From an optimization exercise on the open Yosys and OpenROAD flow, aimed at small area; shortcuts taken in it are not production practice. The RTL was checked by simulation tests, not by an equivalence proof against the original design. The clock port is modelled as an ideal driver; clocking choices that lean on that would not hold on a real chip. Power figures rest on the tool's default switching activity, not on a simulated workload.

==> job 1213: inputs <==
## usart8251
module usart8251 (
    input  wire       clk,
    input  wire       rst,
    input  wire       wr,
    input  wire       rd,
    input  wire       cd,
    input  wire [7:0] din,
    output wire [7:0] dout,
    input  wire       txc,
    input  wire       rxc,
    input  wire       rxd,
    input  wire       cts,
    input  wire       dsr,
    output wire       txd,
    output wire       rts_n,
    output wire       dtr_n
);
    reg  [1:0]  stage_q;             
    reg  [1:0]  m_div_q;             
    reg  [1:0]  m_len_q;             
    reg         m_pen_q, m_even_q, m_stop_q;    
    reg         txen_q, rxe_q, sbrk_q, rtsn_q, dtrn_q;
    reg         txrdy_q, rxrdy_q, pe_q, oe_q, fe_q;
    reg  [7:0]  rxdata_q;
    reg         ts_q;                
    reg  [11:0] t_q;                 
    reg         txd_q;
    reg  [5:0]  tdiv_q, rdiv_q;
    reg  [10:0] x_q;                 
    reg  [3:0]  k_q;                 
    wire wc    = wr & cd;
    wire wd    = wr & ~cd;
    wire rdd   = rd & ~cd;
    wire st0   = (stage_q == 2'd0);
    wire modew = wc & st0;
    wire cmdw  = wc & (stage_q == 2'd3);
    wire ir    = cmdw & din[6];
    wire eclr  = cmdw & (din[6] | din[4]);
    reg [1:0] stage_b;
    always @* begin
        stage_b = stage_q;
        if (wc) begin
            case (stage_q)
                2'd0: stage_b = (din[1:0] != 2'b00) ? 2'd3 : 2'd1;
                2'd1: stage_b = m_stop_q ? 2'd3 : 2'd2;
                2'd2: stage_b = 2'd3;
                default: stage_b = din[6] ? 2'd0 : 2'd3;
            endcase
        end
    end
    wire [1:0] md = modew ? din[1:0] : m_div_q;
    wire [1:0] ml = modew ? din[3:2] : m_len_q;
    wire       mp = modew ? din[4]   : m_pen_q;
    wire       me = modew ? din[5]   : m_even_q;
    wire       ms = modew ? din[7]   : m_stop_q;
    wire       async = md[1] | md[0];
    wire txen_b = cmdw ? din[0] : txen_q;
    wire rxe_b  = cmdw ? din[2] : rxe_q;
    wire sbrk_b = cmdw ? din[3] : sbrk_q;
    wire ld = wd & txen_q;
    wire l6 = m_len_q != 2'd0;       
    wire l7 = m_len_q[1];            
    wire l8 = m_len_q == 2'd3;       
    wire [7:0] dm = {din[7] & l8, din[6] & l7, din[5] & l6, din[4:0]};
    wire tpar  = ^{dm, ~m_even_q};
    wire fasync = m_div_q[1] | m_div_q[0];
    wire [3:0] tail = {fasync & m_pen_q & m_stop_q,
  ...
clock: 10.0 ns
lec_check: 0
cap_margin: 20
core_margin: 2
core_utilization: 70
slew_margin: 20
standard.sh (not shown) runs the stock make flow with config.mk's settings and CLKGATE_MAP_FILE= SYNTH_SCRIPT=/design/flow/synth_recipe.tcl, a recipe that flattens the netlist after the stock synthesis.
==> flow/flow/run.sh <==
#!/bin/bash
# Own layout flow: the standard ORFS flow (the standard.sh) with
#  * an area-oriented ABC mapping script and no separate half/full-adder
#    cell mapping in synthesis (registers are untouched by either),
#  * minimum-size buffers on the ports,
#  * small clock buffers and no CTS dummy loads (settings in opts.sh).
# Each tool's output is kept in orfs/logs; make's own output in flow_make.log.
set -euo pipefail
here=$(pwd)
CTS_EXTRA=""
source "$here/flow/opts.sh"
rm -rf "$here/myscripts"
cp -r "$FLOW_HOME/scripts" "$here/myscripts"
cp "$here/flow/abc_area.script" "$here/myscripts/abc_speed.script"
bash standard.sh \
  SCRIPTS_DIR="$here/myscripts" \
  ADDER_MAP_FILE= \
  BUFFER_PORTS_ARGS="-buffer_cell sky130_fd_sc_hd__buf_1" \
  CTS_ARGS="-sink_clustering_enable -repair_clock_nets -buf_list $CTSBUF -dont_use_dummy_load $CTS_EXTRA" \
  finish > "$here/flow_make.log" 2>&1
==> flow/flow/abc_area.script <==
&get -n
&st
&syn2
&dch
&nf -a
&st
&syn2
&dch
&nf -a
&put
==> flow/flow/opts.sh <==
CTSBUF=sky130_fd_sc_hd__clkbuf_16
CTS_EXTRA="-sink_clustering_size 80 -sink_clustering_max_diameter 300"
==> inputs of job 5957, as changes to job 1213 <==
==> flow/flow/opts.sh (replaced) <==
CTSBUF=sky130_fd_sc_hd__clkbuf_4
==> notes <==
In synthesized cell count, job 1213 and job 5957 do not differ. In job 1213 the combinational power is higher than in job 5957, by about 1%. In job 1213 the final area is larger than in job 5957, by 4.2%. In job 1213 the fmax is lower than in job 5957, by about 2%. Between job 5957 and job 1213, the lower worst setup slack is in job 1213 (gap 0.11 ns). In final cell count, job 1213 and job 5957 do not differ. Job 1213 produced a clean layout. Job 5957 completed without violations. Between job 1213 and job 5957, the lower first-iteration DRC count is in job 5957 (gap 60%, measured against job 5957). In non-clock buffer count, job 5957 and job 1213 do not differ. Synthesized area is the same in job 5957 and job 1213.


==> inputs of run P <==
Another version of the RTL of usart8251 (not shown whole).
clock: 10.0 ns
lec_check: 0
cap_margin: 20
core_margin: 2
core_utilization: 70
slew_margin: 20
==> flow/flow/run.sh <==
#!/bin/bash
# Own layout flow: the standard ORFS flow (the standard.sh) with
#  * area-oriented ABC scripts (flow/abc_*.script) in synthesis and no
#    separate half/full-adder cell mapping; each script is tried in its own
#    synthesis run and the one with the smallest cell area is used
#    (registers are untouched by ABC, so all runs keep the same flip-flops),
#  * minimum-size buffers on the ports,
#  * either ORFS CTS with small clock buffers and no dummy loads, or a single
#    clock buffer driving all registers (settings in opts.sh).
# Each tool's output is kept in orfs/logs (and try_*/logs for the trial
# syntheses); make's own output in flow_make.log and try_*.log.
set -euo pipefail
here=$(pwd)
CTS_EXTRA=""
source "$here/flow/opts.sh"
best=""; best_area=""
pids=()
for s in "$here"/flow/abc_*.script; do
  n=$(basename "$s" .script)
  rm -rf "$here/ms_$n" "$here/try_$n"
  cp -r "$FLOW_HOME/scripts" "$here/ms_$n"
  cp "$s" "$here/ms_$n/abc_speed.script"
  make -C "$FLOW_HOME" DESIGN_CONFIG="$here/config.mk" WORK_HOME="$here/try_$n" \
    CLKGATE_MAP_FILE= SYNTH_SCRIPT="$here/synth_recipe.tcl" \
    SCRIPTS_DIR="$here/ms_$n" ADDER_MAP_FILE= synth > "$here/try_$n.log" 2>&1 &
  pids+=($!)
done
for p in "${pids[@]}"; do wait "$p" || true; done
for s in "$here"/flow/abc_*.script; do
  n=$(basename "$s" .script)
  st="$here/try_$n/reports/$FLOW_PLATFORM/usart8251/base/synth_stat.txt"
  [[ -f "$st" ]] || continue
  a=$(awk '/Chip area for module/ {print $NF}' "$st" | tail -1)
  echo "synthesis with $n: area $a" | tee -a "$here/synth_choice.log"
  if [[ -n "$a" ]] && { [[ -z "$best_area" ]] || awk -v a="$a" -v b="$best_area" 'BEGIN{exit !(a<b)}'; }; then
    best=$n; best_area=$a
  fi
done
[[ -n "$best" ]] || { echo "no synthesis run succeeded"; exit 1; }
echo "chosen: $best ($best_area)" | tee -a "$here/synth_choice.log"
# clock tree: cts.tcl with a one-buffer option (used when MY_CTS_BUF is set)
cp "$here/flow/cts.tcl" "$here/ms_$best/cts.tcl"
if [[ -n "${MY_CTS_BUF:-}" ]]; then
  export MY_CTS_BUF MY_CTS_PORT="$(awk '/create_clock/ {for (i=1;i<=NF;i++) if ($i ~ /get_ports/) {gsub(/[{}\]\[]/,"",$(i+1)); print $(i+1)}}' "$here/constraint.sdc")"
fi
bash standard.sh \
  SCRIPTS_DIR="$here/ms_$best" \
  ADDER_MAP_FILE= \
  BUFFER_PORTS_ARGS="-buffer_cell sky130_fd_sc_hd__buf_1" \
  CTS_ARGS="-sink_clustering_enable -repair_clock_nets -buf_list $CTSBUF -dont_use_dummy_load $CTS_EXTRA" \
  finish > "$here/flow_make.log" 2>&1
==> flow/flow/cts.tcl <==
utl::set_metrics_stage "cts__{}"
source $::env(SCRIPTS_DIR)/load.tcl
source $::env(SCRIPTS_DIR)/lec_check.tcl
erase_non_stage_variables cts
load_design 3_place.odb 3_place.sdc
source_step_tcl PRE CTS

# Clone clock tree inverters next to register loads
# so cts does not try to buffer the inverted clocks.
repair_clock_inverters

proc save_progress { stage } {
  puts "Run 'make gui_$stage.odb' to load progress snapshot"
  orfs_write_db $::env(RESULTS_DIR)/$stage.odb
  orfs_write_sdc $::env(RESULTS_DIR)/$stage.sdc
}

# Run CTS
set cts_args [list \
  -sink_clustering_enable \
  -repair_clock_nets]

append_env_var cts_args CTS_BUF_DISTANCE -distance_between_buffers 1
append_env_var cts_args CTS_CLUSTER_SIZE -sink_clustering_size 1
append_env_var cts_args CTS_CLUSTER_DIAMETER -sink_clustering_max_diameter 1
append_env_var cts_args CTS_BUF_LIST -buf_list 1
append_env_var cts_args CTS_LIB_NAME -library 1


if { [env_var_exists_and_non_empty CTS_ARGS] } {
  set cts_args $::env(CTS_ARGS)
}

set_dont_use $::env(DONT_USE_CELLS)

if { [env_var_exists_and_non_empty MY_CTS_BUF] } {
  # A one-level clock tree: a single clock buffer, placed at the centre of
  # the registers, drives every register clock pin, so all registers see
  # the same clock arrival.
  set block [ord::get_db_block]
  set sx 0.0
  set sy 0.0
  set n 0
  foreach inst [$block getInsts] {
    if { [[$inst getMaster] isSequential] } {
      set bb [$inst getBBox]
      set sx [expr { $sx + [$bb xCenter] }]
      set sy [expr { $sy + [$bb yCenter] }]
      incr n
    }
  }
  set dbu [$block getDbUnitsPerMicron]
  set cx [expr { $sx / $n / $dbu }]
  set cy [expr { $sy / $n / $dbu }]
  puts "clock buffer $::env(MY_CTS_BUF) at ($cx, $cy) for $n registers"
  set clk_net [get_nets -of_objects [get_ports $::env(MY_CTS_PORT)]]
  log_cmd insert_buffer -buffer_cell $::env(MY_CTS_BUF) -net [get_full_name $clk_net] \
    -location [list $cx $cy] -buffer_name clkbuf_0_clk -net_name clknet_0_clk
} else {
  log_cmd clock_tree_synthesis {*}$cts_args
}

utl::push_metrics_stage "cts__{}__pre_repair_timing"
log_cmd estimate_parasitics -placement
if { $::env(DETAILED_METRICS) } {
  report_metrics 4 "cts pre-repair-timing"
}
utl::pop_metrics_stage

set_placement_padding -global \
  -left $::env(CELL_PAD_IN_SITES_DETAIL_PLACEMENT) \
  -right $::env(CELL_PAD_IN_SITES_DETAIL_PLACEMENT)

set result [catch { detailed_placement } msg]
if { $result != 0 } {
  save_progress 4_1_error
  error "Detailed placement failed in CTS: $msg"
}

log_cmd estimate_parasitics -placement

if { $::env(CTS_SNAPSHOTS) } {
  save_progress 4_1_pre_repair_hold_setup
}

if { !$::env(SKIP_CTS_REPAIR_TIMING) } {
  if { $::env(EQUIVALENCE_CHECK) } {
    write_eqy_verilog 4_before_rsz.v
  }
  if { $::env(LEC_CHECK) } {
    write_lec_verilog 4_before_rsz_lec.v
  }

  repair_timing_helper

  if { $::env(EQUIVALENCE_CHECK) } {
    run_equivalence_test
  }
  if { $::env(LEC_CHECK) } {
    write_lec_verilog 4_after_rsz_lec.v
    run_lec_test 4_rsz 4_before_rsz_lec.v 4_after_rsz_lec.v
  }

  set result [catch { detailed_placement } msg]
  if { $result != 0 } {
    save_progress 4_1_error
    error "Detailed placement failed in CTS: $msg"
  }

  check_placement -verbose
}

report_metrics 4 "cts final"

source_step_tcl POST CTS

orfs_write_db $::env(RESULTS_DIR)/4_1_cts.odb
orfs_write_sdc $::env(RESULTS_DIR)/4_cts.sdc
==> flow/flow/opts.sh <==
CTSBUF=sky130_fd_sc_hd__clkbuf_4
MY_CTS_BUF=sky130_fd_sc_hd__clkbuf_8
Other scripts of this flow, unchanged in this note and not shown: flow/flow/abc_a1.script, flow/flow/abc_s1.script, flow/flow/abc_s2.script, flow/flow/abc_s3.script
==> run F: changes against run P <==
--- a/flow/flow/cts.tcl
+++ b/flow/flow/cts.tcl
@@ -45,6 +45,6 @@
     if { [[$inst getMaster] isSequential] } {
       set bb [$inst getBBox]
-      set sx [expr { $sx + [$bb xCenter] }]
-      set sy [expr { $sy + [$bb yCenter] }]
+      set sx [expr { $sx + ([$bb xMin] + [$bb xMax]) / 2.0 }]
+      set sy [expr { $sy + ([$bb yMin] + [$bb yMax]) / 2.0 }]
       incr n
     }
==> flow/flow/opts.sh (replaced) <==
CTSBUF=sky130_fd_sc_hd__clkbuf_4
==> impl_metrics.py <==
metrics = {
    "placement": {
        "post-place-ws_ns": 3.760,
    },
    "synth": {
        "synth_xor_xnor_area_share_pct": 0,
        "synth_edf_count": 6,
        "ys_warn_count": 1,
    },
    "run_status": {
        "firstError": "Error: cts.tcl, 61 Invalid method. Must be one of: configure cget -acquire -disown -delete xMin yMin xMax yMax isVia getTechVia getBlockVia getViaXY getViaBoxes getVia...",
        "status": "did not finish",
        "stop_stage": "clock tree synthesis (4_1_cts)",
    },
}
That was run P.
==> impl_metrics.py <==
metrics = {
    "synth": {
        "synth_xor_xnor_area_share_pct": 0,
        "postSynthCellCount": 417,
    },
    "grt": {
        "grt_util_met1_pct": 43.66,
    },
    "power": {
        "comb-power_mw": 0.0720,
    },
    "cells_and_area": {
        "seqAreaFraction_pct": 42.36,
        "diodes": 0,
    },
    "placement": {
        "post-place-ws_ns": 3.760,
    },
    "run_status": {
        "status": "no timing/DRC/antenna violations",
    },
}
That was run F.

-- static timing again, ports no longer ideal --
The flow's constraints put no driver on any port. The routed layouts listed below were extracted and timed again, unchanged, in two steps.
Step 1 sets driving cells, clkbuf_16 on the clock port and buf_2 on the other inputs (assumed; they add their load-dependent delay and slew).
Step 2 times the ports against the registers' clock, not the clock port: input delays grow and output delays shrink by t, the midpoint of the rising clock arrivals with the driver on.
Three values: no drivers, after step 1, after step 2; two values: the first two.
run	t (ns)	slack for setup (ns)	clock arrival spread, ns	pins driven straight from the clock port
job 1213	0.361	4.179 / 4.184 / 3.823	0.014 / 0.014	1
job 5957	0.426	4.291 / 4.292 / 3.866	0.039 / 0.039	1
run F	0.415	4.006 / 4.009 / 3.594	0.021 / 0.021	1
After both steps every run listed still meets setup and hold. The setup slack of job 5957, which loses most, moves by +0.001 ns with the drivers and by -0.425 ns with both steps.
